What follows belongs to an exercise in optimizing a design on an open flow for small area, a short achievable clock period and few clock cycles; a production flow would make more cautious choices.
The RTL was checked by simulation tests, not by an equivalence proof against the original design.

$ cat flow/config.mk
export PLATFORM = sky130hd
export DESIGN_NAME = frm_pack
export DESIGN_NICKNAME = frm_pack
export VERILOG_FILES = /design/flow/design.v
export SDC_FILE = /design/flow/constraint.sdc
export NUM_CORES = 4
export LEC_CHECK = 0
export CAP_MARGIN = 20
export CORE_MARGIN = 2
export CORE_UTILIZATION = 40
export PLACE_DENSITY = 0.6
export SETUP_SLACK_MARGIN = 5
export SLEW_MARGIN = 20
$ cat flow/constraint.sdc
create_clock -name core_clock -period 10.0 [get_ports {clk}]
set_input_delay 2.0000 -clock core_clock [delete_from_list [all_inputs] [get_ports {clk}]]
set_output_delay 2.0000 -clock core_clock [all_outputs]
set_load 0.01 [all_outputs]
$ cat flow/design.v
module crc16_f8 (input wire [15:0] c, input wire [63:0] d, output wire [15:0] o);
    assign o[0] = c[0] ^ c[1] ^ c[2] ^ c[3] ^ c[4] ^ c[5] ^ c[6] ^ c[7] ^ c[12] ^ c[13] ^ c[14] ^ c[15] ^ d[0] ^ d[1] ^ d[2] ^ d[3] ^ d[4] ^ d[5] ^ d[6] ^ d[7] ^ d[8] ^ d[9] ^ d[10] ^ d[11] ^ d[12] ^ d[13] ^ d[15] ^ d[16] ^ d[17] ^ d[18] ^ d[19] ^ d[20] ^ d[21] ^ d[22] ^ d[23] ^ d[24] ^ d[25] ^ d[26] ^ d[27] ^ d[30] ^ d[31] ^ d[32] ^ d[33] ^ d[34] ^ d[35] ^ d[36] ^ d[37] ^ d[38] ^ d[39] ^ d[40] ^ d[41] ^ d[43] ^ d[45] ^ d[46] ^ d[47] ^ d[48] ^ d[49] ^ d[50] ^ d[51] ^ d[52] ^ d[53] ^ d[54] ^ d[55] ^ d[60] ^ d[61] ^ d[62] ^ d[63];
    assign o[1] = c[0] ^ c[1] ^ c[2] ^ c[3] ^ c[4] ^ c[5] ^ c[6] ^ c[7] ^ c[8] ^ c[13] ^ c[14] ^ c[15] ^ d[1] ^ d[2] ^ d[3] ^ d[4] ^ d[5] ^ d[6] ^ d[7] ^ d[8] ^ d[9] ^ d[10] ^ d[11] ^ d[12] ^ d[13] ^ d[14] ^ d[16] ^ d[17] ^ d[18] ^ d[19] ^ d[20] ^ d[21] ^ d[22] ^ d[23] ^ d[24] ^ d[25] ^ d[26] ^ d[27] ^ d[28] ^ d[31] ^ d[32] ^ d[33] ^ d[34] ^ d[35] ^ d[36] ^ d[37] ^ d[38] ^ d[39] ^ d[40] ^ d[41] ^ d[42] ^ d[44] ^ d[46] ^ d[47] ^ d[48] ^ d[49] ^ d[50] ^ d[51] ^ d[52] ^ d[53] ^ d[54] ^ d[55] ^ d[56] ^ d[61] ^ d[62] ^ d[63];
    assign o[2] = c[8] ^ c[9] ^ c[12] ^ c[13] ^ d[0] ^ d[1] ^ d[14] ^ d[16] ^ d[28] ^ d[29] ^ d[30] ^ d[31] ^ d[42] ^ d[46] ^ d[56] ^ d[57] ^ d[60] ^ d[61];
    assign o[3] = c[9] ^ c[10] ^ c[13] ^ c[14] ^ d[1] ^ d[2] ^ d[15] ^ d[17] ^ d[29] ^ d[30] ^ d[31] ^ d[32] ^ d[43] ^ d[47] ^ d[57] ^ d[58] ^ d[61] ^ d[62];
    assign o[4] = c[0] ^ c[10] ^ c[11] ^ c[14] ^ c[15] ^ d[2] ^ d[3] ^ d[16] ^ d[18] ^ d[30] ^ d[31] ^ d[32] ^ d[33] ^ d[44] ^ d[48] ^ d[58] ^ d[59] ^ d[62] ^ d[63];
    assign o[5] = c[1] ^ c[11] ^ c[12] ^ c[15] ^ d[3] ^ d[4] ^ d[17] ^ d[19] ^ d[31] ^ d[32] ^ d[33] ^ d[34] ^ d[45] ^ d[49] ^ d[59] ^ d[60] ^ d[63];
    assign o[6] = c[2] ^ c[12] ^ c[13] ^ d[4] ^ d[5] ^ d[18] ^ d[20] ^ d[32] ^ d[33] ^ d[34] ^ d[35] ^ d[46] ^ d[50] ^ d[60] ^ d[61];
    assign o[7] = c[3] ^ c[13] ^ c[14] ^ d[5] ^ d[6] ^ d[19] ^ d[21] ^ d[33] ^ d[34] ^ d[35] ^ d[36] ^ d[47] ^ d[51] ^ d[61] ^ d[62];
    assign o[8] = c[0] ^ c[4] ^ c[14] ^ c[15] ^ d[6] ^ d[7] ^ d[20] ^ d[22] ^ d[34] ^ d[35] ^ d[36] ^ d[37] ^ d[48] ^ d[52] ^ d[62] ^ d[63];
    assign o[9] = c[1] ^ c[5] ^ c[15] ^ d[7] ^ d[8] ^ d[21] ^ d[23] ^ d[35] ^ d[36] ^ d[37] ^ d[38] ^ d[49] ^ d[53] ^ d[63];
    assign o[10] = c[2] ^ c[6] ^ d[8] ^ d[9] ^ d[22] ^ d[24] ^ d[36] ^ d[37] ^ d[38] ^ d[39] ^ d[50] ^ d[54];
    assign o[11] = c[3] ^ c[7] ^ d[9] ^ d[10] ^ d[23] ^ d[25] ^ d[37] ^ d[38] ^ d[39] ^ d[40] ^ d[51] ^ d[55];
    assign o[12] = c[4] ^ c[8] ^ d[10] ^ d[11] ^ d[24] ^ d[26] ^ d[38] ^ d[39] ^ d[40] ^ d[41] ^ d[52] ^ d[56];
    assign o[13] = c[5] ^ c[9] ^ d[11] ^ d[12] ^ d[25] ^ d[27] ^ d[39] ^ d[40] ^ d[41] ^ d[42] ^ d[53] ^ d[57];
    assign o[14] = c[6] ^ c[10] ^ d[12] ^ d[13] ^ d[26] ^ d[28] ^ d[40] ^ d[41] ^ d[42] ^ d[43] ^ d[54] ^ d[58];
    assign o[15] = c[0] ^ c[1] ^ c[2] ^ c[3] ^ c[4] ^ c[5] ^ c[6] ^ c[11] ^ c[12] ^ c[13] ^ c[14] ^ c[15] ^ d[0] ^ d[1] ^ d[2] ^ d[3] ^ d[4] ^ d[5] ^ d[6] ^ d[7] ^ d[8] ^ d[9] ^ d[10] ^ d[11] ^ d[12] ^ d[14] ^ d[15] ^ d[16] ^ d[17] ^ d[18] ^ d[19] ^ d[20] ^ d[21] ^ d[22] ^ d[23] ^ d[24] ^ d[25] ^ d[26] ^ d[29] ^ d[30] ^ d[31] ^ d[32] ^ d[33] ^ d[34] ^ d[35] ^ d[36] ^ d[37] ^ d[38] ^ d[39] ^ d[40] ^ d[42] ^ d[44] ^ d[45] ^ d[46] ^ d[47] ^ d[48] ^ d[49] ^ d[50] ^ d[51] ^ d[52] ^ d[53] ^ d[54] ^ d[59] ^ d[60] ^ d[61] ^ d[62] ^ d[63];
endmodule
module crc16_corr (input wire [15:0] c, input wire [2:0] m, output wire [15:0] o);
    wire [15:0] a, b, z, x, y;
    assign a[0] = c[0] ^ c[2] ^ c[4] ^ c[6] ^ c[8];
    assign a[1] = c[1] ^ c[3] ^ c[5] ^ c[7] ^ c[9];
    assign a[2] = c[10];
    assign a[3] = c[11];
    assign a[4] = c[12];
    assign a[5] = c[13];
    assign a[6] = c[14];
    assign a[7] = c[0] ^ c[15];
    assign a[8] = c[0] ^ c[1];
    assign a[9] = c[0] ^ c[1] ^ c[2];
    assign a[10] = c[0] ^ c[1] ^ c[2] ^ c[3];
    assign a[11] = c[0] ^ c[1] ^ c[2] ^ c[3] ^ c[4];
    assign a[12] = c[0] ^ c[1] ^ c[2] ^ c[3] ^ c[4] ^ c[5];
    assign a[13] = c[0] ^ c[1] ^ c[2] ^ c[3] ^ c[4] ^ c[5] ^ c[6];
    assign a[14] = c[0] ^ c[1] ^ c[2] ^ c[3] ^ c[4] ^ c[5] ^ c[6] ^ c[7];
    assign a[15] = c[1] ^ c[3] ^ c[5] ^ c[7];
    assign b[0] = x[1] ^ x[2] ^ x[4] ^ x[6] ^ x[8] ^ x[10] ^ x[12] ^ x[14];
    assign b[1] = x[2] ^ x[3] ^ x[5] ^ x[7] ^ x[9] ^ x[11] ^ x[13] ^ x[15];
    assign b[2] = x[0] ^ x[1] ^ x[2] ^ x[3];
    assign b[3] = x[0] ^ x[1] ^ x[2] ^ x[3] ^ x[4];
    assign b[4] = x[0] ^ x[1] ^ x[2] ^ x[3] ^ x[4] ^ x[5];
    assign b[5] = x[0] ^ x[1] ^ x[2] ^ x[3] ^ x[4] ^ x[5] ^ x[6];
    assign b[6] = x[0] ^ x[1] ^ x[2] ^ x[3] ^ x[4] ^ x[5] ^ x[6] ^ x[7];
    assign b[7] = x[0] ^ x[1] ^ x[2] ^ x[3] ^ x[4] ^ x[5] ^ x[6] ^ x[7] ^ x[8];
    assign b[8] = x[0] ^ x[1] ^ x[2] ^ x[3] ^ x[4] ^ x[5] ^ x[6] ^ x[7] ^ x[8] ^ x[9];
    assign b[9] = x[0] ^ x[1] ^ x[2] ^ x[3] ^ x[4] ^ x[5] ^ x[6] ^ x[7] ^ x[8] ^ x[9] ^ x[10];
    assign b[10] = x[0] ^ x[1] ^ x[2] ^ x[3] ^ x[4] ^ x[5] ^ x[6] ^ x[7] ^ x[8] ^ x[9] ^ x[10] ^ x[11];
    assign b[11] = x[0] ^ x[1] ^ x[2] ^ x[3] ^ x[4] ^ x[5] ^ x[6] ^ x[7] ^ x[8] ^ x[9] ^ x[10] ^ x[11] ^ x[12];
    assign b[12] = x[0] ^ x[1] ^ x[2] ^ x[3] ^ x[4] ^ x[5] ^ x[6] ^ x[7] ^ x[8] ^ x[9] ^ x[10] ^ x[11] ^ x[12] ^ x[13];
    assign b[13] = x[0] ^ x[1] ^ x[2] ^ x[3] ^ x[4] ^ x[5] ^ x[6] ^ x[7] ^ x[8] ^ x[9] ^ x[10] ^ x[11] ^ x[12] ^ x[13] ^ x[14];
    assign b[14] = x[1] ^ x[2] ^ x[3] ^ x[4] ^ x[5] ^ x[6] ^ x[7] ^ x[8] ^ x[9] ^ x[10] ^ x[11] ^ x[12] ^ x[13] ^ x[14] ^ x[15];
    assign b[15] = x[0] ^ x[1] ^ x[3] ^ x[5] ^ x[7] ^ x[9] ^ x[11] ^ x[13] ^ x[15];
    assign z[0] = y[1] ^ y[5] ^ y[6] ^ y[9] ^ y[10] ^ y[13] ^ y[14];
    assign z[1] = y[2] ^ y[6] ^ y[7] ^ y[10] ^ y[11] ^ y[14] ^ y[15];
    assign z[2] = y[1] ^ y[3] ^ y[5] ^ y[6] ^ y[7] ^ y[8] ^ y[9] ^ y[10] ^ y[11] ^ y[12] ^ y[13] ^ y[14] ^ y[15];
    assign z[3] = y[0] ^ y[2] ^ y[4] ^ y[6] ^ y[7] ^ y[8] ^ y[9] ^ y[10] ^ y[11] ^ y[12] ^ y[13] ^ y[14] ^ y[15];
    assign z[4] = y[1] ^ y[3] ^ y[5] ^ y[7] ^ y[8] ^ y[9] ^ y[10] ^ y[11] ^ y[12] ^ y[13] ^ y[14] ^ y[15];
    assign z[5] = y[0] ^ y[2] ^ y[4] ^ y[6] ^ y[8] ^ y[9] ^ y[10] ^ y[11] ^ y[12] ^ y[13] ^ y[14] ^ y[15];
    assign z[6] = y[1] ^ y[3] ^ y[5] ^ y[7] ^ y[9] ^ y[10] ^ y[11] ^ y[12] ^ y[13] ^ y[14] ^ y[15];
    assign z[7] = y[0] ^ y[2] ^ y[4] ^ y[6] ^ y[8] ^ y[10] ^ y[11] ^ y[12] ^ y[13] ^ y[14] ^ y[15];
    assign z[8] = y[1] ^ y[3] ^ y[5] ^ y[7] ^ y[9] ^ y[11] ^ y[12] ^ y[13] ^ y[14] ^ y[15];
    assign z[9] = y[0] ^ y[2] ^ y[4] ^ y[6] ^ y[8] ^ y[10] ^ y[12] ^ y[13] ^ y[14] ^ y[15];
    assign z[10] = y[1] ^ y[3] ^ y[5] ^ y[7] ^ y[9] ^ y[11] ^ y[13] ^ y[14] ^ y[15];
    assign z[11] = y[0] ^ y[2] ^ y[4] ^ y[6] ^ y[8] ^ y[10] ^ y[12] ^ y[14] ^ y[15];
    assign z[12] = y[1] ^ y[3] ^ y[5] ^ y[7] ^ y[9] ^ y[11] ^ y[13] ^ y[15];
    assign z[13] = y[2] ^ y[4] ^ y[6] ^ y[8] ^ y[10] ^ y[12] ^ y[14];
    assign z[14] = y[0] ^ y[3] ^ y[5] ^ y[7] ^ y[9] ^ y[11] ^ y[13] ^ y[15];
    assign z[15] = y[0] ^ y[4] ^ y[5] ^ y[8] ^ y[9] ^ y[12] ^ y[13];
    assign x = m[0] ? a : c;
    assign y = m[1] ? b : x;
    assign o = m[2] ? z : y;
endmodule
module frm_pack (
    input  wire        clk,
    input  wire        rst,
    input  wire        start,
    input  wire [7:0]  ft,
    input  wire [7:0]  sub,
    input  wire [15:0] cmd,          
    input  wire [7:0]  dlen,
    input  wire [11:0] plen,         
    output wire        idle,
    input  wire        pi_valid,
    output wire        pi_ready,
    input  wire [3:0]  pi_count,
    input  wire [63:0] pi_data,      
    output wire        fo_valid,
    input  wire        fo_ready,
    output wire [28:0] fo_id,
    output wire [3:0]  fo_len,
    output wire [63:0] fo_data,      
    output wire        done,
    output wire [7:0]  status,
    output wire [7:0]  subcode
);
    localparam [7:0]  HOST_ID  = 8'h08;
    localparam [11:0] MAX_PLEN = 12'd2034;    
    localparam [15:0] HDR_INIT = 16'h427B;
    reg         act;         
    reg         idle_r;
    reg         done_r;      
    reg         lastf;       
    reg         refused;
    reg         pok;         
    reg         fv;          
    reg  [7:0]  op_sub;
    reg         op_multi;
    reg  [7:0]  fcnt;        
    reg  [63:0] F;
    reg  [3:0]  f;
    reg  [63:0] R;
    reg  [3:0]  r;
    reg  [2:0]  rp;
    reg  [11:0] rem;         
    reg  [1:0]  tc;          
    reg  [15:0] crc;
    reg  [2:0]  cm;          
    assign done     = done_r | (lastf & fo_ready);
    assign idle     = idle_r | (lastf & fo_ready);
    assign pi_ready = pok & ((r == 4'd0) | ((rp == 3'd4) & ((f == 4'd0) | (fv & fo_ready))));
    assign fo_valid = fv;
    assign fo_id    = {HOST_ID, op_sub, op_multi, fcnt, 4'hF};
    assign fo_len   = f;
    assign fo_data  = F;
    assign status   = {8{refused}};
    assign subcode  = {6'd0, refused, refused};
    wire        take    = pi_valid & pi_ready;
    wire        begin_op = start & idle;
    wire [15:0] crc_fix;
    crc16_corr u_corr (.c(crc), .m(cm), .o(crc_fix));
    reg  [63:0] mask;
    integer j;
    always @(*) begin
        for (j = 0; j < 8; j = j + 1)
            mask[63 - 8 * j -: 8] = {8{pi_count > j}};
    end
    wire        hsel = ~pok;
    wire [15:0] f8_c = hsel ? HDR_INIT : crc;
    wire [63:0] f8_d = hsel ? {24'd0, ft, sub, cmd, dlen} : (pi_data & mask);
    wire [15:0] f8_o;
    crc16_f8 u_f8 (.c(f8_c), .d(f8_d), .o(f8_o));
    wire        send    = fv & fo_ready;
    wire        rem_last = (rem[11:4] == 8'd0) & (rem[3:0] == pi_count);
    wire        last    = lastf & fo_ready;
    wire        free    = send | (f == 4'd0);
    wire        mv      = free & (rp == 3'd4) & (r != 4'd0);    
    wire [3:0]  f_base  = free ? (mv ? r : 4'd0) : f;
    wire [3:0]  r_base  = mv ? 4'd0 : r;
    wire        fcount  = pi_count[3] | rem_last;                
    wire        fast    = take & fcount & (r_base == 4'd0) & (f_base == 4'd4);
    wire        rload   = take & ~fast;
    wire        ins_r   = (r_base != 4'd0) & ~f_base[3];
    wire        tail    = act & (rem == 12'd0) & (r_base == 4'd0)
                          & (tc != 2'd0) & ~f_base[3];
    wire        ins0    = ins_r | tail;
    wire        ins1    = tail & tc[1] & (f_base != 4'd7);
    wire [7:0]  r_byte  = R[63 - 8 * rp -: 8];
    wire [7:0]  h0      = tail ? (tc[1] ? crc_fix[15:8] : crc_fix[7:0]) : r_byte;
    wire [7:0]  h1      = crc_fix[7:0];
    wire [3:0]  cin4    = (pi_count > 4'd4) ? 4'd4 : pi_count;
    reg  [63:0] F_n;
    always @(*) begin
        for (j = 0; j < 8; j = j + 1) begin
            if (ins0 && f_base == j)
                F_n[63 - 8 * j -: 8] = h0;
            else if (ins1 && f_base == j - 1)
                F_n[63 - 8 * j -: 8] = h1;
            else if (fast && j >= 4)
                F_n[63 - 8 * j -: 8] = pi_data[63 - 8 * (j - 4) -: 8];
            else if (mv && j < 4)
                F_n[63 - 8 * j -: 8] = R[31 - 8 * j -: 8];
            else
                F_n[63 - 8 * j -: 8] = F[63 - 8 * j -: 8];
        end
    end
    wire [3:0]  f_n   = f_base + (fast ? cin4 : 4'd0) + {3'd0, ins0} + {3'd0, ins1};
    wire [1:0]  tc_n  = tail ? (tc - {1'b0, ins0} - {1'b0, ins1}) : tc;
    wire [11:0] rem_n = take ? (rem - {8'd0, pi_count}) : rem;
    wire        fv_n  = act & ~last & (f_n[3] | ((tc_n == 2'd0) & (f_n != 4'd0)));
    wire [12:0] nm1   = {1'b0, plen} + 13'd5;       
    always @(posedge clk) begin
        F <= F_n;
        if (rst) begin
            act     <= 1'b0;
            idle_r  <= 1'b1;
            done_r  <= 1'b0;
            lastf   <= 1'b0;
            pok     <= 1'b0;
            fv      <= 1'b0;
        end else begin
            done_r <= 1'b0;
            if (begin_op) begin
                refused <= (plen > MAX_PLEN);
                done_r  <= (plen > MAX_PLEN);
                act     <= (plen <= MAX_PLEN);
                idle_r  <= (plen > MAX_PLEN);
                pok     <= (plen != 12'd0) & (plen <= MAX_PLEN);
                lastf   <= 1'b0;
                op_sub   <= sub;
                op_multi <= (plen >= 12'd3);
                fcnt     <= nm1[10:3];
                R[31:0]  <= {ft, cmd, dlen};
                rp       <= 3'd4;
                r        <= 4'd4;
                f        <= 4'd0;
                rem      <= plen;
                tc       <= 2'd2;
                crc      <= f8_o;
                cm       <= 3'd0;
                fv       <= 1'b0;
            end else begin
                if (last) begin
                    act    <= 1'b0;
                    idle_r <= 1'b1;
                end
                if (send)
                    fcnt <= fcnt - 8'd1;
                lastf <= fv_n & (send ? (fcnt == 8'd1) : (fcnt == 8'd0));
                f   <= f_n;
                tc  <= tc_n;
                rem <= rem_n;
                fv  <= fv_n;
                if (take)
                    R <= pi_data;
                if (fast) begin
                    r  <= (pi_count > 4'd4) ? pi_count - 4'd4 : 4'd0;
                    rp <= 3'd4;
                end else if (rload) begin
                    r  <= pi_count;
                    rp <= 3'd0;
                end else if (ins_r) begin
                    r  <= r_base - 4'd1;
                    rp <= rp + 3'd1;
                end else begin
                    r  <= r_base;
                end
                if (take) begin
                    crc <= f8_o;
                    cm  <= 3'd0 - pi_count[2:0];
                end else begin
                    crc <= crc_fix;
                    cm  <= 3'd0;
                end
                pok <= act & ~last & (take ? (~rem_last & pi_count[3]) : (rem != 12'd0));
            end
        end
    end
endmodule
$ cat flow/flow/run.sh
#!/bin/bash
# The standard layout (standard.sh) with buf_1 cells as the port buffers.
# ORFS writes each step's log under orfs/logs; the make output goes to flow.log.
set -euo pipefail
sed 's|"\${@:-finish}"|"BUFFER_PORTS_ARGS=-buffer_cell sky130_fd_sc_hd__buf_1" "${@:-finish}"|' standard.sh > standard_own.sh
grep -q 'BUFFER_PORTS_ARGS=' standard_own.sh
bash standard_own.sh > flow.log 2>&1
$ cat flow/standard.sh
#!/bin/bash
# synth_recipe.tcl (not shown) runs the flow's synth.tcl, then flattens the netlist and writes it again
# the make line also repeats each setting of config.mk as NAME=value (left out here)
make -C /OpenROAD-flow-scripts/flow DESIGN_CONFIG=/design/flow/config.mk WORK_HOME=/design/flow/orfs CLKGATE_MAP_FILE= SYNTH_SCRIPT=/design/flow/synth_recipe.tcl "${@:-finish}"
==> results.py, run 1 <==
metrics = {
    "grt": {
        "grt_pass1_wl_um": 84200,
        "grt_max_degree": 81,
        "grt_overflow": 0,
        "antenna_found_initial": 0,
        "grt_pass1_vias": 13000,
        "grt_usage_pct": 27.8,
    },
    "yosys": {
        "synth_flop_cell": "edfxtp_1",
        "ys_async_sr_fraction_pct": 0,
        "netlist_area_um2": 15800,
        "synth-edff-count": 190,
        "synth.top_cell.area_share_pct": 36.2,
        "synth.ff_latch_count": 196,
        "syn_avg_cell_area_um2": 9.28,
        "synth_area_leader_cell": "edfxtp_1",
        "synth_seq_area_share_pct": 36.9,
        "yosys-top-cells-area": "edfxtp_1 36%, xnor2_1 12%, nand2_1 6.8%, xor2_1 5.2%, nor2_1 4.0%",
        "yosysWarnings": 9,
        "postSynthCellCount": 1700,
        "synth_cell_types": 84,
    },
    "critical_path": {
        "critPathLaunchType": "input pin",
        "crit_required_ns": 10.41,
        "cp-end-kind": "register",
        "cp.arrival_ns": 5.36,
        "crit_type": "in2reg",
        "worstPathMaxFanout": 7,
        "reg2reg_slack_ns": 5.08,
    },
    "timing": {
        "tightest_slew_ns": 1.05,
        "slew_headroom_pct": 29.8,
        "worst_clock_skew_ns": 0.0126,
        "period_share_pct": 49.5,
        "setup-tns-final_ns": 0,
        "worst_hold_slack_ns": 0.612,
        "setup_ws_ns": 5.05,
        "final_max_slew_viol_count": 0,
        "finalCriticalPeriod_ns": 4.95,
        "finalSetupViolCount": 0,
        "rsz0062_at_grt": "yes",
        "final-hold-violation-count": 0,
        "fmaxAchievable_mhz": 202,
    },
    "clocking": {
        "clkLatencyLatePin_ns": 0.46,
        "clkSinkCount": 196,
        "cts_root_buffer": "clkbuf_16",
        "cts.clk_slew.worst_paths_ns": 0.08,
        "clockBufferDepth": 2,
        "cts_tree": "yes",
        "cts_max_level": 4,
        "postCtsHoldBufs": 0,
        "cts_buffers": 17,
    },
    "final_layout": {
        "final_common_cell": "nand2_1",
        "n_fill_cell": 3750,
        "syn_to_final_growth_pct": 17.2,
        "nets": 2066,
        "final_cell_mix": "276 x nand2_1, 218 x buf_1, 209 x xnor2_1",
        "fin_cells": 2446,
        "drive_above_1_share_pct": 11.9,
        "antenna_cells": 0,
    },
    "floorplan": {
        "start_util_pct": 40.7,
        "die_area_um2": 41000,
        "die_h_um": 203,
        "coreArea_um2": 38700,
        "die_width_um": 203,
        "num_rows": 72,
        "ios": 242,
    },
    "hold_path": {
        "min_path_type": "reg2reg",
    },
    "placed_design": {
        "globalplace.congestion": 0.940,
        "dp_slack_ns": 3.76,
        "dp_cells": 2368,
        "portBuffers": 223,
        "dp_hpwl_um": 45200,
    },
    "routing": {
        "ant_nets": 0,
        "drt_iter0_drc": 1694,
        "drc": 0,
        "routed-via-count": 13900,
        "firstDrtPassIters": 7,
        "wl_per_cell_um": 23.7,
        "wirelength_um": 58000,
        "via_per_inst": 5.70,
    },
    "outcome": {
        "run_status": "timing/DRC/antenna clean",
    },
    "flow_run": {
        "drv_cap": 0,
    },
}
[cells by family after synthesis]
kind of cell | Yosys count | synth area share, %
and+or+nand+nor | 594 | 16.3
xor gates and xnor gates | 348 | 22.2
muxes | 62 | 4.84
buffers and inverters | 144 | 4.36
DFF | 196 | 36.9
other | 2 | 0.0476
AOI/OAI and AO/OA | 329 | 13.1
adders and majority gates | 25 | 2.17
[worst paths after layout]
| path | from | to | cells after the start |
|---|---|---|---|
| min | act | fv | 2 |
| min reg2reg | act | fv | 2 |
| max | fo_ready | lastf | 19 |
| max reg2reg | cm[0] | F[59] | 16 |
[flip-flops by register name, summed over array words and instances, names as in the netlist, 4 cells and up]
| name | cells |
|---|---|
| F | 64 |
| R | 64 |
| crc | 16 |
| rem | 12 |
| fcnt | 8 |
| op_sub | 8 |
| f | 4 |
| r | 4 |
[per-layer routing]
layer	track usage (%)	wire, um	vias up
li1	-	-	6320
met1	39.0	24700	6713
met2	43.9	26300	789
met3	5.20	5430	112
met4	7.48	1570	0
met5	0	0	-
[cell usage after synthesis, drive strengths merged (5+ instances only)]
master,n
dfxtp,6
nor2b,25
a21oi,100
a21boi,5
nand3b,5
xor2,100
nand3,24
nand2,287
a211o,10
nor3,21
and2,11
nor2,166
a32oi,6
xnor3,15
clkbuf,57
o211ai,20
and3,8
ha,21
mux2i,49
xor3,8
xnor2,225
buf,52
o22ai,24
a211oi,18
nand2b,10
or3,14
o21ai,88
a31oi,15
mux2,5
mux4,8
nand4,7
edfxtp,190
inv,32
[worst max-delay path: stages]
cell	delay (ns)
buf_8	0.09
nand2_8	0.05
buf_4	0.15
nand2_1	0.26
nand2_4	0.19
nor3_4	0.20
nand2_4	0.10
nor2_4	0.12
nand4_1	0.19
fa_1	0.54
inv_2	0.08
ha_4	0.13
inv_2	0.03
fa_2	0.34
xor2_2	0.16
nand3b_1	0.14
o311ai_4	0.13
a211oi_2	0.23
and4_1	0.20
[cell type report]
| class | count | area [um2] | area share [%] |
|---|---|---|---|
| Clock inverter | 14 | 143 | 0.772 |
| Timing Repair Buffer | 290 | 1430 | 7.73 |
| Multi-Input combinational cell | 1376 | 9860 | 53.3 |
| Clock buffer | 17 | 425 | 2.30 |
| Inverter | 35 | 151 | 0.819 |
| Tap cell | 518 | 648 | 3.51 |
| Sequential cell | 196 | 5830 | 31.5 |
[stage by stage]
stage	instance area [um2]	util [%]
floorplan	16000	-
global placement	17000	44.0
detailed placement	17000	44.0
CTS	18100	46.8
global route	18500	47.7
finish	18500	47.7
[repair_timing]
action | in CTS | in global routing
endpoints found under the setup margin | 80 | 82
pin swaps | 13 | 23
gates cloned | 0 | 0
gates resized for setup | 58 | 36
setup buffers | 28 | 19
Testbench counts, summed over its fixed seeds: cycles 13,075.
==> run 2: changes to the inputs <==
--- a/flow/config.mk
+++ b/flow/config.mk
@@ -8,6 +8,8 @@
 export CAP_MARGIN = 20
 export CORE_MARGIN = 2
 export CORE_UTILIZATION = 40
+export CTS_BUF_LIST = sky130_fd_sc_hd__clkbuf_4 sky130_fd_sc_hd__clkbuf_8
+export CTS_CLUSTER_SIZE = 30
 export PLACE_DENSITY = 0.6
 export SETUP_SLACK_MARGIN = 5
 export SLEW_MARGIN = 20
==> run 2 against run 1 <==
Effect of this change: still clean; hold slack improved by 0.0029 ns; synthesized cell count unchanged; first-iteration DRC count fell by 10%; wire length about the same; highest routed layer unchanged.
==> results.py, run 2 <==
metrics = {
    "clocking": {
        "postCtsHoldBufs": 0,
        "cts.clk_slew.worst_paths_ns": 0.12,
        "clkLatencyLatePin_ns": 0.50,
        "cts_max_level": 4,
        "cts_root_buffer": "clkbuf_8",
        "clockBufferDepth": 2,
        "cts_buffers": 17,
        "clkSinkCount": 196,
        "cts_tree": "yes",
    },
    "final_layout": {
        "finalInstanceArea_um2": 18300,
        "fin_cells": 2446,
        "antenna_cells": 0,
        "final_cell_mix": "276 x nand2_1, 219 x buf_1, 209 x xnor2_1",
        "syn_to_final_growth_pct": 15.8,
        "final_common_cell": "nand2_1",
        "nets": 2066,
        "drive_above_1_share_pct": 11.7,
        "top_regs": "F x64, R x64, crc x16",
    },
    "yosys": {
        "netlist_top_cells_count": "286 x nand2_1, 219 x xnor2_1, 190 x edfxtp_1",
        "syn_avg_cell_area_um2": 9.28,
        "synth.ff_latch_count": 196,
        "synth.top_cell.area_share_pct": 36.2,
        "yosysWarnings": 9,
        "synth_most_common_cell": "nand2_1",
        "synth_flop_cell": "edfxtp_1",
        "netlist_area_um2": 15800,
        "synth-edff-count": 190,
        "yosys-top-cells-area": "edfxtp_1 36%, xnor2_1 12%, nand2_1 6.8%, xor2_1 5.2%, nor2_1 4.0%",
        "synth_area_leader_cell": "edfxtp_1",
        "ys_async_sr_fraction_pct": 0,
        "postSynthCellCount": 1700,
        "synth_cell_types": 84,
        "synth_seq_area_share_pct": 36.9,
    },
    "routing": {
        "wirelength_um": 58000,
        "drt_iter0_drc": 1520,
        "firstDrtPassIters": 7,
        "wl_per_cell_um": 23.7,
        "drc": 0,
        "via_per_inst": 5.69,
        "routed-via-count": 13900,
        "ant_nets": 0,
    },
    "outcome": {
        "run_status": "timing/DRC/antenna clean",
    },
    "floorplan": {
        "num_rows": 72,
        "die_area_um2": 41000,
        "die_width_um": 203,
        "start_util_pct": 40.7,
        "ios": 242,
        "die_h_um": 203,
        "coreArea_um2": 38700,
    },
    "timing": {
        "rsz0062_at_grt": "yes",
        "final_max_slew_viol_count": 0,
        "slew_headroom_pct": 30.5,
        "finalSetupViolCount": 0,
        "period_share_pct": 49.9,
        "final-hold-violation-count": 0,
        "tightest_slew_ns": 1.04,
        "finalCriticalPeriod_ns": 4.99,
        "fmaxAchievable_mhz": 201,
        "setup-tns-final_ns": 0,
        "worst_clock_skew_ns": 0.0177,
    },
    "critical_path": {
        "crit_type": "in2reg",
        "critPathLaunchType": "input pin",
        "cp-end-kind": "register",
        "worstPathMaxFanout": 6,
        "crit_required_ns": 10.45,
        "cp.arrival_ns": 5.44,
    },
    "placed_design": {
        "placement.cell_area_um2": 17000,
        "dp_hpwl_um": 45200,
        "dp_cells": 2368,
        "globalplace.congestion": 0.940,
        "portBuffers": 223,
    },
    "flow_run": {
        "drv_cap": 0,
    },
    "grt": {
        "grt_usage_pct": 27.6,
        "grt_overflow": 0,
        "antenna_found_initial": 1,
        "grt_max_degree": 81,
        "grt_pass1_wl_um": 83900,
        "grt_pass1_vias": 13000,
    },
    "hold_path": {
        "min_path_type": "reg2reg",
    },
}
-- run 2: cell families after synthesis --
logic type / count (synthesis) / share of synthesized area (%)
xor+xnor: 348 / 22.2
compound gates: 329 / 13.1
buf+inv: 144 / 4.36
fa+ha+maj: 25 / 2.17
mux: 62 / 4.84
other cells: 2 / 0.0476
flops: 196 / 36.9
simple gates: 594 / 16.3
-- run 2: per-layer routing --
layer	vias to the layer above	GRT usage [%]	wire [um]
li1	6319	-	-
met1	6691	38.6	24600
met2	801	43.5	26200
met3	116	5.44	5590
met4	0	7.74	1630
met5	-	0	0
-- run 2: cell type report --
type	instances	area, um2
clock buffers	17	234
clock inverters	14	143
fillers	3781	20500
inverters	35	146
multi-input cells	1376	9850
flip-flops and latches	196	5830
well taps	518	648
repair buffers	290	1410
-- run 2: final timing paths --
path	startpoint	end	slack (ns)	depth (start not counted)
worst min-delay path	act	act	0.62	2
worst max-delay path	fo_ready	lastf	5.01	19
worst min register to register	act	act	0.62	2
worst max register to register	cm[0]	F[47]	5.08	16
-- run 2: critical path: stages --
cell      delay [ns]
buf_8           0.11
nand2_8         0.06
o41ai_4         0.10
and2_4          0.20
a22o_4          0.27
nor3_4          0.22
nand2_4         0.10
nor2_4          0.13
buf_4           0.12
nand2_2         0.16
nor3_2          0.28
ha_1            0.31
ha_1            0.29
a21o_1          0.15
a21oi_1         0.17
xnor2_1         0.15
xnor2_1         0.11
a211oi_2        0.28
and4_1          0.21
-- run 2: timing repair --
item	in CTS	in global routing
endpoints found under the setup margin	80	92
setup buffers	20	27
pin swaps	12	18
gates resized for setup	56	32
-- run 2: stage by stage --
step | worst slack (ns) | utilization, % | hold WS [ns]
6_report | 5.01 | 47.1 | 0.615
5_1_grt | 4.92 | 47.1 | 0.643
4_1_cts | 5.01 | 46.2 | 0.630
3_5_place_dp | 3.76 | 44.0 | 0.597
3_3_place_gp | 3.85 | 44.0 | 0.594
2_1_floorplan | 5.01 | - | 0.489
==> run 3: changes to the inputs <==
--- a/flow/config.mk
+++ b/flow/config.mk
@@ -8,8 +8,7 @@
 export CAP_MARGIN = 20
 export CORE_MARGIN = 2
 export CORE_UTILIZATION = 40
-export CTS_BUF_LIST = sky130_fd_sc_hd__clkbuf_4 sky130_fd_sc_hd__clkbuf_8
-export CTS_CLUSTER_SIZE = 30
+export CTS_BUF_LIST = sky130_fd_sc_hd__clkbuf_8
 export PLACE_DENSITY = 0.6
 export SETUP_SLACK_MARGIN = 5
 export SLEW_MARGIN = 20
==> run 3 against run 2 <==
Effect of this change: global-route usage stayed put; sequential share of layout area stayed put; still clean; highest routed layer unchanged; utilization stayed put; non-clock buffer count stayed put.
==> results.py, run 3 <==
metrics = {
    "grt": {
        "antenna_found_initial": 1,
        "grt_max_degree": 81,
        "grt_usage_pct": 27.6,
        "grt_overflow": 0,
        "grt_pass1_vias": 13000,
        "grt_pass1_wl_um": 83900,
    },
    "yosys": {
        "yosys-top-cells-area": "edfxtp_1 36%, xnor2_1 12%, nand2_1 6.8%, xor2_1 5.2%, nor2_1 4.0%",
        "syn_avg_cell_area_um2": 9.28,
        "synth_area_leader_cell": "edfxtp_1",
        "ys_async_sr_fraction_pct": 0,
        "yosysWarnings": 9,
        "synth-edff-count": 190,
        "synth_flop_cell": "edfxtp_1",
        "synth_seq_area_share_pct": 36.9,
        "synth.top_cell.area_share_pct": 36.2,
        "netlist_area_um2": 15800,
        "postSynthCellCount": 1700,
        "netlist_top_cells_count": "286 x nand2_1, 219 x xnor2_1, 190 x edfxtp_1",
        "synth.ff_latch_count": 196,
        "synth_most_common_cell": "nand2_1",
        "synth_cell_types": 84,
    },
    "routing": {
        "via_per_inst": 5.69,
        "firstDrtPassIters": 7,
        "routed-via-count": 13900,
        "wirelength_um": 58000,
        "ant_nets": 0,
        "drt_iter0_drc": 1520,
        "drc": 0,
        "wl_per_cell_um": 23.7,
    },
    "placed_design": {
        "dp_cells": 2368,
        "dp_hpwl_um": 45200,
        "portBuffers": 223,
        "globalplace.congestion": 0.940,
        "placement.cell_area_um2": 17000,
    },
    "timing": {
        "finalCriticalPeriod_ns": 4.99,
        "finalSetupViolCount": 0,
        "fmaxAchievable_mhz": 201,
        "setup-tns-final_ns": 0,
        "period_share_pct": 49.9,
        "worst_clock_skew_ns": 0.0177,
        "tightest_slew_ns": 1.04,
        "final-hold-violation-count": 0,
        "final_max_slew_viol_count": 0,
        "rsz0062_at_grt": "yes",
        "slew_headroom_pct": 30.5,
    },
    "outcome": {
        "run_status": "timing/DRC/antenna clean",
    },
    "hold_path": {
        "min_path_type": "reg2reg",
        "hp-start": "act",
    },
    "critical_path": {
        "crit_type": "in2reg",
        "cp-end-kind": "register",
        "worstPathMaxFanout": 6,
        "slowest_stage": "ha_1",
        "cpPeakStageDelay_ns": 0.31,
        "critPathLaunchType": "input pin",
        "reg2reg_from": "cm[0]",
        "crit_required_ns": 10.45,
        "cp_cell_sequence": "buf_8, nand2_8, o41ai_4, and2_4, a22o_4, nor3_4, nand2_4, nor2_4, buf_4, nand2_2, nor3_2, ha_1, ha_1, a21o_1, a21oi_1, xnor2_1, xnor2_1, a211oi_2, and4_1",
        "cp.arrival_ns": 5.44,
        "cp-startpoint": "fo_ready",
    },
    "floorplan": {
        "num_rows": 72,
        "die_h_um": 203,
        "coreArea_um2": 38700,
        "ios": 242,
        "start_util_pct": 40.7,
        "die_width_um": 203,
        "die_area_um2": 41000,
    },
    "final_layout": {
        "syn_to_final_growth_pct": 15.8,
        "nets": 2066,
        "finalInstanceArea_um2": 18300,
        "final_cell_mix": "276 x nand2_1, 219 x buf_1, 209 x xnor2_1",
        "final_common_cell": "nand2_1",
        "final_util_pct": 47.1,
        "antenna_cells": 0,
        "top_regs": "F x64, R x64, crc x16",
        "drive_above_1_share_pct": 11.7,
        "fin_cells": 2446,
    },
    "clocking": {
        "cts_tree": "yes",
        "clkSinkCount": 196,
        "cts_root_buffer": "clkbuf_8",
        "cts.clk_slew.worst_paths_ns": 0.12,
        "clockBufferDepth": 2,
        "cts_buffers": 17,
        "cts_max_level": 4,
        "clkLatencyLatePin_ns": 0.50,
        "postCtsHoldBufs": 0,
    },
    "flow_run": {
        "drv_cap": 0,
    },
}
run 3: cell counts after synthesis:
Identical to the previous run, type by type.
run 3: cells by family (layout without fill, tap and decap cells):
| family | count (synthesis) | count (layout) | share of synthesized area, % |
|---|---|---|---|
| DFF | 196 | 196 | 36.9 |
| xor gates and xnor gates | 348 | 348 | 22.2 |
| AOI/OAI and AO/OA | 329 | 329 | 13.1 |
| other | 2 | 18 | 0.0476 |
| buffers and inverters | 144 | 356 | 4.36 |
| muxes | 62 | 62 | 4.84 |
| and+or+nand+nor | 594 | 594 | 16.3 |
| adders and majority gates | 25 | 25 | 2.17 |
run 3: worst paths after layout:
kind         slack, ns    end  depth (start not counted)
max               5.01  lastf                         19
min               0.62    act                          2
max reg2reg       5.08  F[47]                         16
min reg2reg       0.62    act                          2
run 3: what timing repair did:
action,4_1_cts,5_1_grt
buffers inserted,20,27
setup endpoints to repair,80,92
pin swaps,12,18
resized for setup,56,32
run 3: critical path: cells and delay by family:
family / cells / cell delay (ns)
AND/OR/NAND/NOR: 8 / 1.36
AO/OA/AOI/OAI: 5 / 0.97
adder cells (fa/ha/maj): 2 / 0.60
XOR/XNOR: 2 / 0.26
buffers and inverters: 2 / 0.23
run 3: final cells by class:
cell class / instances / area [um2]
well taps: 518 / 648
multi-input cells: 1376 / 9850
clock buffers: 17 / 234
clock inverters: 14 / 143
flip-flops and latches: 196 / 5830
fillers: 3781 / 20500
inverters: 35 / 146
repair buffers: 290 / 1410
run 3: metrics by stage:
stage                     hold WS [ns]  setup slack, ns
after floorplan                  0.489             5.01
after global placement           0.594             3.85
after detailed placement         0.597             3.76
after CTS                        0.630             5.01
after global routing             0.643             4.92
final                            0.615             5.01
run 3: per-layer routing:
layer,part of all wire (%),track usage (%),vias up
li1,-,-,6319
met1,42,38.6,6691
met2,45,43.5,801
met3,9.6,5.44,116
met4,2.8,7.74,0
met5,0,0,-
==> run 4: changes to the inputs <==
--- a/flow/config.mk
+++ b/flow/config.mk
@@ -10,5 +10,5 @@
 export CORE_UTILIZATION = 40
 export CTS_BUF_LIST = sky130_fd_sc_hd__clkbuf_8
 export PLACE_DENSITY = 0.6
-export SETUP_SLACK_MARGIN = 5
+export SETUP_SLACK_MARGIN = 4.7
 export SLEW_MARGIN = 20
==> run 4 against run 3 <==
Effect of this change: still clean; clock skew rose by 0.0048 ns; final cell count is 0.90% lower; register-to-register slack got worse by 0.17 ns; via count decreased by 0.52%; first-iteration DRC count is 26% higher; critical endpoint unchanged; highest routed layer unchanged.
==> results.py, run 4 <==
metrics = {
    "outcome": {
        "run_status": "timing/DRC/antenna clean",
    },
    "clocking": {
        "clockBufferDepth": 2,
        "cts_buffers": 17,
        "cts_root_buffer": "clkbuf_8",
        "clkLatencyLatePin_ns": 0.51,
        "clkSinkCount": 196,
        "cts_tree": "yes",
        "cts_max_level": 4,
        "cts.clk_slew.worst_paths_ns": 0.11,
    },
    "critical_path": {
        "critPathLaunchType": "input pin",
        "cp_cell_sequence": "buf_1, nand2_2, o41ai_2, and2_1, a22o_2, nor2_1, nand2_1, o21ai_0, fa_1, ha_1, nor2_1, xnor2_1, nand2_1, o21ai_0, o311ai_1, a211oi_2, and4_1",
        "crit_type": "in2reg",
        "worstPathMaxFanout": 5,
        "cp-end-kind": "register",
        "crit_required_ns": 10.45,
        "critPathBufInv": 1,
        "cp.arrival_ns": 5.72,
        "cpPeakStageDelay_ns": 0.51,
        "slowest_stage": "fa_1",
        "cpLargestDelayFamily": "compound AO/OA/AOI/OAI gates",
    },
    "flow_run": {
        "drv_cap": 0,
    },
    "yosys": {
        "synth_cell_types": 84,
        "synth-edff-count": 190,
        "syn_avg_cell_area_um2": 9.28,
        "synth_area_leader_cell": "edfxtp_1",
        "synth_most_common_cell": "nand2_1",
        "synth_flop_cell": "edfxtp_1",
        "netlist_top_cells_count": "286 x nand2_1, 219 x xnor2_1, 190 x edfxtp_1",
        "synth.top_cell.area_share_pct": 36.2,
        "synth.ff_latch_count": 196,
        "synth_seq_area_share_pct": 36.9,
        "ys_async_sr_fraction_pct": 0,
        "yosysWarnings": 9,
        "yosys-top-cells-area": "edfxtp_1 36%, xnor2_1 12%, nand2_1 6.8%, xor2_1 5.2%, nor2_1 4.0%",
        "postSynthCellCount": 1700,
        "netlist_area_um2": 15800,
    },
    "timing": {
        "finalCriticalPeriod_ns": 5.27,
        "setup-tns-final_ns": 0,
        "fmaxAchievable_mhz": 190,
        "tightest_slew_ns": 1.08,
        "period_share_pct": 52.7,
        "worst_clock_skew_ns": 0.0225,
        "finalSetupViolCount": 0,
        "final_max_slew_viol_count": 0,
        "slew_headroom_pct": 27.0,
        "setup_ws_ns": 4.73,
        "rsz0062_at_grt": "yes",
        "final-hold-violation-count": 0,
    },
    "final_layout": {
        "finalInstanceArea_um2": 17800,
        "final_cell_mix": "278 x nand2_1, 221 x buf_1, 213 x xnor2_1",
        "top_regs": "F x64, R x64, crc x16",
        "nets": 2043,
        "final_common_cell": "nand2_1",
        "drive_above_1_share_pct": 9.18,
        "syn_to_final_growth_pct": 12.8,
        "antenna_cells": 0,
    },
    "floorplan": {
        "ios": 242,
        "die_h_um": 203,
        "coreArea_um2": 38700,
        "start_util_pct": 40.7,
        "die_width_um": 203,
        "num_rows": 72,
        "die_area_um2": 41000,
    },
    "routing": {
        "firstDrtPassIters": 6,
        "ant_nets": 0,
        "wirelength_um": 56900,
        "wl_per_cell_um": 23.5,
        "via_per_inst": 5.72,
        "drt_iter0_drc": 1921,
        "drc": 0,
        "routed-via-count": 13900,
    },
    "grt": {
        "grt_usage_pct": 27.3,
        "grt_pass1_wl_um": 83000,
        "grt_overflow": 0,
        "grt_pass1_vias": 12700,
        "grt_max_degree": 93,
        "antenna_found_initial": 0,
    },
    "placed_design": {
        "portBuffers": 223,
        "dp_slack_ns": 3.46,
        "dp_hpwl_um": 44500,
        "globalplace.congestion": 0.946,
        "placement.cell_area_um2": 17000,
    },
    "hold_path": {
        "min_path_type": "reg2reg",
    },
}
run 4: cell type report:
class,instances,area (um2)
Inverter,35,136
Tap cell,518,648
Clock buffer,17,234
Sequential cell,196,5830
Timing Repair Buffer,267,1200
Clock inverter,15,149
Fill cell,3848,21000
Multi-Input combinational cell,1376,9590
run 4: logic make-up after synthesis:
family | after synthesis | synth area share, %
and+or+nand+nor | 594 | 16.3
xor gates and xnor gates | 348 | 22.2
AOI/OAI and AO/OA | 329 | 13.1
DFF | 196 | 36.9
buffers and inverters | 144 | 4.36
muxes | 62 | 4.84
adders and majority gates | 25 | 2.17
other | 2 | 0.0476
run 4: what timing repair did:
item / CTS / global route
endpoints found under the setup margin: 73 / 64
resized for setup: 29 / 27
buffers inserted: 7 / 15
hold buffers: 0 / 0
pin swaps: 7 / 9
run 4: worst paths after layout:
check | start | end | slack (ns) | depth (start not counted)
setup / recovery | fo_ready | lastf | 4.73 | 17
setup reg to reg | crc[2] | F[61] | 4.91 | 12
hold / removal | act | fv | 0.60 | 2
hold reg to reg | act | fv | 0.60 | 2
run 4: tightest hold or removal path, delay by kind of cell (launching register included):
family          cells  cell delay [ns]
compound gates      1             0.07
flops               1             0.35
simple gates        1             0.14
run 4: layer usage:
layer / vias up / track usage [%] / part of all wire [%] / wire length [um]
met4: 0 / 7.38 / 2.8 / 1620
met5: - / 0 / 0 / 0
met3: 108 / 6.02 / 10 / 5870
met2: 839 / 42.2 / 44 / 25200
li1: 6273 / - / - / -
met1: 6634 / 38.5 / 43 / 24200
run 4: stage by stage:
stage                     std cells  hold WS, ns  util [%]
after floorplan                1716        0.489         -
after global placement         2370        0.568      43.8
after detailed placement       2370        0.574      43.8
after CTS                      2409        0.591      45.3
after global routing           2424        0.644      45.9
final                          2424        0.601      45.9
==> run 5: changes to the inputs <==
==> flow/config.mk (replaced) <==
export PLATFORM = sky130hd
export DESIGN_NAME = frm_pack
export DESIGN_NICKNAME = frm_pack
export VERILOG_FILES = /design/flow/design.v
export SDC_FILE = /design/flow/constraint.sdc
export NUM_CORES = 4
export LEC_CHECK = 0
export CAP_MARGIN = 5
export CORE_MARGIN = 2
export CORE_UTILIZATION = 40
export CTS_BUF_LIST = sky130_fd_sc_hd__clkbuf_8
export PLACE_DENSITY = 0.6
export SETUP_SLACK_MARGIN = 5
export SLEW_MARGIN = 5
==> run 5 against run 4 <==
Effect of this change: global-route usage increased by 0.33 points; fmax increased by 5.5%; area after synthesis unchanged; design area increased by 2.8%; final cell count increased by 0.99%; sequential cell count unchanged.
==> results.py, run 5 <==
metrics = {
    "clocking": {
        "clockBufferDepth": 2,
        "cts.clk_slew.worst_paths_ns": 0.11,
        "clkLatencyLatePin_ns": 0.50,
        "cts_root_buffer": "clkbuf_8",
        "cts_max_level": 4,
        "cts_buffers": 17,
        "cts_tree": "yes",
        "clkSinkCount": 196,
    },
    "critical_path": {
        "cp-end-kind": "register",
        "crit_type": "in2reg",
        "reg2reg_from": "rem[6]",
        "cpPeakStageDelay_ns": 0.31,
        "cp_cell_sequence": "buf_8, nand2_8, o41ai_4, and2_4, a22o_4, nor3_4, nand2_4, nor2_4, buf_4, nand2_2, nor3_2, ha_1, ha_1, a21o_1, a21oi_1, xnor2_1, xnor2_1, a211oi_2, and4_1",
        "rr_worst_depth": 18,
        "crit_required_ns": 10.45,
        "slowest_stage": "ha_1",
        "critPathLaunchType": "input pin",
        "worstPathMaxFanout": 6,
        "reg2reg_slack_ns": 5.12,
        "r2r_end": "lastf",
        "critPathCapture": "lastf",
        "cp.arrival_ns": 5.44,
        "cp-startpoint": "fo_ready",
    },
    "placed_design": {
        "dp_hpwl_um": 45200,
        "dp_slack_ns": 3.76,
        "portBuffers": 223,
        "globalplace.congestion": 0.940,
    },
    "yosys": {
        "netlist_top_cells_count": "286 x nand2_1, 219 x xnor2_1, 190 x edfxtp_1",
        "synth.ff_latch_count": 196,
        "synth.top_cell.area_share_pct": 36.2,
        "synth_most_common_cell": "nand2_1",
        "ys_async_sr_fraction_pct": 0,
        "synth_area_leader_cell": "edfxtp_1",
        "synth_cell_types": 84,
        "yosysWarnings": 9,
        "yosys-top-cells-area": "edfxtp_1 36%, xnor2_1 12%, nand2_1 6.8%, xor2_1 5.2%, nor2_1 4.0%",
        "synth-edff-count": 190,
        "postSynthCellCount": 1700,
        "syn_avg_cell_area_um2": 9.28,
        "synth_flop_cell": "edfxtp_1",
        "netlist_area_um2": 15800,
        "synth_seq_area_share_pct": 36.9,
    },
    "outcome": {
        "run_status": "timing/DRC/antenna clean",
    },
    "floorplan": {
        "die_width_um": 203,
        "num_rows": 72,
        "die_area_um2": 41000,
        "die_h_um": 203,
        "start_util_pct": 40.7,
        "coreArea_um2": 38700,
        "ios": 242,
    },
    "routing": {
        "firstDrtPassIters": 5,
        "ant_nets": 0,
        "drc": 0,
        "via_per_inst": 5.70,
        "wirelength_um": 57900,
        "routed-via-count": 14000,
        "drt_iter0_drc": 1544,
        "wl_per_cell_um": 23.6,
    },
    "grt": {
        "grt_overflow": 0,
        "grt_usage_pct": 27.6,
        "grt_pass1_vias": 13000,
        "grt_max_degree": 81,
        "grt_pass1_wl_um": 83900,
        "antenna_found_initial": 1,
    },
    "timing": {
        "fmaxAchievable_mhz": 200,
        "finalSetupViolCount": 0,
        "final-hold-violation-count": 0,
        "worst_hold_slack_ns": 0.622,
        "slew_headroom_pct": 18.7,
        "period_share_pct": 49.9,
        "setup_ws_ns": 5.01,
        "worst_clock_skew_ns": 0.0152,
        "finalCriticalPeriod_ns": 4.99,
        "setup-tns-final_ns": 0,
        "final_max_slew_viol_count": 0,
        "rsz0062_at_grt": "yes",
        "tightest_slew_ns": 1.21,
    },
    "final_layout": {
        "syn_to_final_growth_pct": 15.9,
        "final_cell_mix": "276 x nand2_1, 219 x buf_1, 209 x xnor2_1",
        "final_common_cell": "nand2_1",
        "drive_above_1_share_pct": 11.8,
        "nets": 2068,
        "antenna_cells": 0,
        "top_regs": "F x64, R x64, crc x16",
    },
    "flow_run": {
        "drv_cap": 0,
    },
    "hold_path": {
        "min_path_type": "reg2reg",
    },
}
## run 5: kinds of logic (layout without fill, tap and decap cells)
kind of cell               after synthesis  after routing  synth area share [%]
buffers and inverters                  144            358                  4.36
other                                    2             18                0.0476
DFF                                    196            196                  36.9
muxes                                   62             62                  4.84
adders and majority gates               25             25                  2.17
AOI/OAI and AO/OA                      329            329                  13.1
xor gates and xnor gates               348            348                  22.2
and+or+nand+nor                        594            594                  16.3
## run 5: worst min path at each step
stage	end	startpoint	depth (start not counted)	slack, ns
after global placement	act	act	2	0.59
after CTS	fv	act	2	0.63
final	act	act	2	0.62
after global routing	fv	act	2	0.64
after detailed placement	act	act	2	0.60
after floorplan	fv	act	2	0.49
## run 5: final cells by class
type / instances / area, um2
clock buffers: 17 / 234
repair buffers: 292 / 1430
fillers: 3780 / 20500
multi-input cells: 1376 / 9850
flip-flops and latches: 196 / 5830
clock inverters: 14 / 143
well taps: 518 / 648
inverters: 35 / 146
## run 5: repair_timing
action                     in CTS  in global routing
gates cloned                    0                  0
resized for setup              56                 32
setup endpoints to repair      80                 92
pin swaps                      12                 19
buffers inserted               20                 29
hold buffers                    0                  0
## run 5: worst max-delay path, delay by kind of cell
family / cells / cell delay (ns)
buffers and inverters: 2 / 0.23
AOI/OAI and AO/OA: 5 / 0.96
xor gates and xnor gates: 2 / 0.26
adders and majority gates: 2 / 0.60
and+or+nand+nor: 8 / 1.38
## run 5: metal layers
layer,vias to the layer above,GRT usage (%),part of all wire (%)
met5,-,0,0
met4,0,7.74,2.8
met3,114,5.44,9.5
met2,793,43.5,45
met1,6729,38.6,43
li1,6325,-,-
## run 5: metrics by stage
stage / cell area [um2] / utilization [%] / instances
floorplan: 16000 / - / 1716
global placement: 17000 / 44.0 / 2368
detailed placement: 17000 / 44.0 / 2368
CTS: 17900 / 46.2 / 2419
global route: 18300 / 47.2 / 2448
finish: 18300 / 47.2 / 2448
==> run 6: changes to the inputs <==
==> flow/flow/run.sh (replaced) <==
#!/bin/bash
# The standard layout (standard.sh) with buf_1 cells as the port buffers and a setup repair margin of 5.2 ns.
# ORFS writes each step's log under orfs/logs; the make output goes to flow.log.
set -euo pipefail
sed 's|"\${@:-finish}"|SETUP_SLACK_MARGIN=5.2 "BUFFER_PORTS_ARGS=-buffer_cell sky130_fd_sc_hd__buf_1" "${@:-finish}"|' standard.sh > standard_own.sh
grep -q 'BUFFER_PORTS_ARGS=' standard_own.sh
bash standard_own.sh > flow.log 2>&1
--- a/flow/config.mk
+++ b/flow/config.mk
@@ -5,10 +5,10 @@
 export SDC_FILE = /design/flow/constraint.sdc
 export NUM_CORES = 4
 export LEC_CHECK = 0
-export CAP_MARGIN = 5
+export CAP_MARGIN = 20
 export CORE_MARGIN = 2
 export CORE_UTILIZATION = 40
 export CTS_BUF_LIST = sky130_fd_sc_hd__clkbuf_8
 export PLACE_DENSITY = 0.6
 export SETUP_SLACK_MARGIN = 5
-export SLEW_MARGIN = 5
+export SLEW_MARGIN = 20
==> run 6 against run 5 <==
Effect of this change: still clean on timing, DRC and antenna; critical path depth did not move; wire length rose by 0.78%; count of clock-buffer cells in the layout did not move; via count rose by 0.90%; critical endpoint is now f[3]; highest routed layer unchanged.
==> results.py, run 6 <==
metrics = {
    "outcome": {
        "run_status": "timing/DRC/antenna clean",
    },
    "yosys": {
        "synth-xor-area-share_pct": 22.2,
        "synth_most_common_cell": "nand2_1",
        "yosys-top-cells-area": "edfxtp_1 36%, xnor2_1 12%, nand2_1 6.8%, xor2_1 5.2%, nor2_1 4.0%",
        "syn_avg_cell_area_um2": 9.28,
        "synth_top_family_by_area": "XOR/XNOR gates",
        "postSynthCellCount": 1700,
        "synth_seq_area_share_pct": 36.9,
        "synth_flop_cell": "edfxtp_1",
        "yosysWarnings": 9,
        "ys_async_sr_fraction_pct": 0,
        "synth_compound_gate_area_share_pct": 13.1,
        "synth_fa_ha_area_share_pct": 2.17,
        "netlist_top_cells_count": "286 x nand2_1, 219 x xnor2_1, 190 x edfxtp_1",
        "synth.ff_latch_count": 196,
        "synth.mux.area_fraction_pct": 4.84,
        "synth_area_leader_cell": "edfxtp_1",
        "synth.top_cell.area_share_pct": 36.2,
        "yosys.area_share.simple_pct": 16.3,
        "synth-edff-count": 190,
        "netlist_area_um2": 15800,
        "synth_cell_types": 84,
    },
    "grt": {
        "grt_pass1_wl_um": 84600,
        "grt_usage_pct": 27.8,
        "antenna_found_initial": 1,
        "grt_max_degree": 82,
        "grt_overflow": 0,
        "grt_pass1_vias": 13100,
    },
    "timing": {
        "rsz0062_at_grt": "yes",
        "tightest_slew_ns": 1.20,
        "period_share_pct": 48.5,
        "finalSetupViolCount": 0,
        "fmaxAchievable_mhz": 206,
        "final-hold-violation-count": 0,
        "slew_headroom_pct": 19.3,
        "final_max_slew_viol_count": 0,
        "setup-tns-final_ns": 0,
        "worst_clock_skew_ns": 0.0166,
        "setup_ws_ns": 5.15,
        "finalCriticalPeriod_ns": 4.85,
    },
    "floorplan": {
        "die_width_um": 203,
        "coreArea_um2": 38700,
        "die_h_um": 203,
        "die_area_um2": 41000,
        "ios": 242,
        "num_rows": 72,
        "start_util_pct": 40.7,
    },
    "routing": {
        "wirelength_um": 58300,
        "drt_iter0_drc": 1671,
        "drc": 0,
        "wl_per_cell_um": 23.4,
        "routed-via-count": 14100,
        "via_per_inst": 5.65,
        "firstDrtPassIters": 6,
        "ant_nets": 0,
    },
    "placed_design": {
        "dp_hpwl_um": 44700,
        "globalplace.congestion": 0.958,
        "dp_slack_ns": 3.86,
        "placement.cell_area_um2": 17100,
        "portBuffers": 223,
    },
    "final_layout": {
        "finalInstanceArea_um2": 18800,
        "multi_input_area_um2": 9990,
        "drive_above_1_share_pct": 14.6,
        "final_common_cell": "nand2_1",
        "top_regs": "F x64, R x64, crc x16",
        "syn_to_final_growth_pct": 19.1,
        "final_cell_mix": "277 x nand2_1, 218 x buf_1, 204 x xnor2_1",
        "nets": 2112,
        "antenna_cells": 0,
        "n_fill_cell": 3767,
        "ff_latch_area_um2": 5830,
    },
    "clocking": {
        "cts_tree": "yes",
        "clkLatencyLatePin_ns": 0.50,
        "cts.clk_slew.worst_paths_ns": 0.11,
        "cts_root_buffer": "clkbuf_8",
        "cts_max_level": 4,
        "cts_buffers": 17,
        "clockBufferDepth": 2,
        "postCtsHoldBufs": 0,
        "clkSinkCount": 196,
    },
    "critical_path": {
        "cp-end-kind": "register",
        "cpLargestDelayFamily": "simple AND/OR/NAND/NOR gates",
        "slowest_stage": "ha_1",
        "worstPathMaxFanout": 6,
        "cp.arrival_ns": 5.09,
        "cpPeakStageDelay_ns": 0.29,
        "critPathBufInv": 3,
        "crit_type": "in2reg",
        "cp_cell_sequence": "buf_8, nand2_8, o41ai_4, and2_4, a22o_4, nor3_4, nand2_4, nor2_4, buf_4, nand2_4, nor3_4, ha_1, ha_1, a21o_1, a21oi_2, xnor2_1, xnor2_1, buf_4, nor2_1",
        "crit_required_ns": 10.24,
        "critPathLaunchType": "input pin",
    },
    "flow_run": {
        "drv_cap": 0,
    },
    "hold_path": {
        "min_path_type": "reg2reg",
    },
}
-- run 6: per-layer routing --
layer / track usage (%) / share of wire, % / up-vias
met5: 0 / 0 / -
met4: 7.98 / 3.1 / 0
met3: 5.59 / 10 / 120
met2: 43.9 / 45 / 805
met1: 38.9 / 42 / 6761
li1: - / - / 6401
-- run 6: final timing paths --
check        slack, ns    end  depth (start not counted)      from
min reg2reg       0.59     fv                          2       act
max               5.15   f[3]                         19  fo_ready
min               0.59     fv                          2       act
max reg2reg       5.27  F[27]                         14    crc[0]
-- run 6: layout make-up --
cell class	instances	share of cell area, %
Clock buffer	17	1.25
Clock inverter	14	0.759
Inverter	35	0.779
Sequential cell	196	31.0
Timing Repair Buffer	336	9.56
Tap cell	518	3.45
Multi-Input combinational cell	1376	53.2
-- run 6: logic make-up (layout without fill, tap and decap cells) --
family,count (synthesis),after routing
muxes,62,62
buffers and inverters,144,402
other,2,18
DFF,196,196
xor gates and xnor gates,348,348
and+or+nand+nor,594,594
adders and majority gates,25,25
AOI/OAI and AO/OA,329,329
-- run 6: what timing repair did --
action,4_1_cts,5_1_grt
gates resized for setup,70,44
gates cloned,0,1
endpoints found under the setup margin,139,118
pin swaps,19,36
setup buffers,46,43
-- run 6: stage by stage --
step	cells	util (%)	hold slack [ns]
2_1_floorplan	1716	-	0.489
3_3_place_gp	2371	44.1	0.557
3_5_place_dp	2371	44.1	0.568
4_1_cts	2448	47.0	0.600
5_1_grt	2492	48.5	0.635
6_report	2492	48.5	0.585
-- run 6: tightest hold or removal path, stage by stage (launching register included) --
cell	delay, ns
dfxtp_1	0.34
nand3_1	0.14
a211oi_2	0.07

==> re-timing with driven ports <==
The flow's constraints put no driver on any port. The routed layouts listed below were extracted and timed again, unchanged, in two steps.
Step 1 sets driving cells, clkbuf_16 on the clock port and buf_2 on the other inputs (assumed; they add their load-dependent delay and slew).
Step 2 moves the port delays by t, midway between the first and last clock arrival at a register: inputs arrive t later, outputs are due t later. That takes back most of the time a late clock gives input paths.
a / b / c = no drivers / after step 1 / after step 2; a / b = the first two.
| run | t (ns) | slack for setup (ns) | pins driven straight from the clock port |
|---|---|---|---|
| run 1 | 0.508 | 5.049 / 5.033 / 4.525 | 1 |
| run 2 | 0.540 | 5.013 / 5.007 / 4.467 | 1 |
| run 3 | 0.540 | 5.013 / 5.007 / 4.467 | 1 |
| run 4 | 0.546 | 4.733 / 4.762 / 4.216 | 1 |
| run 5 | 0.542 | 5.008 / 5.004 / 4.462 | 1 |
| run 6 | 0.543 | 5.154 / 5.120 / 4.607 | 1 |
After both steps every run listed still meets setup and hold. For run 6, which loses most, drivers alone change the setup slack by -0.034 ns; drivers and shift together by -0.547 ns.
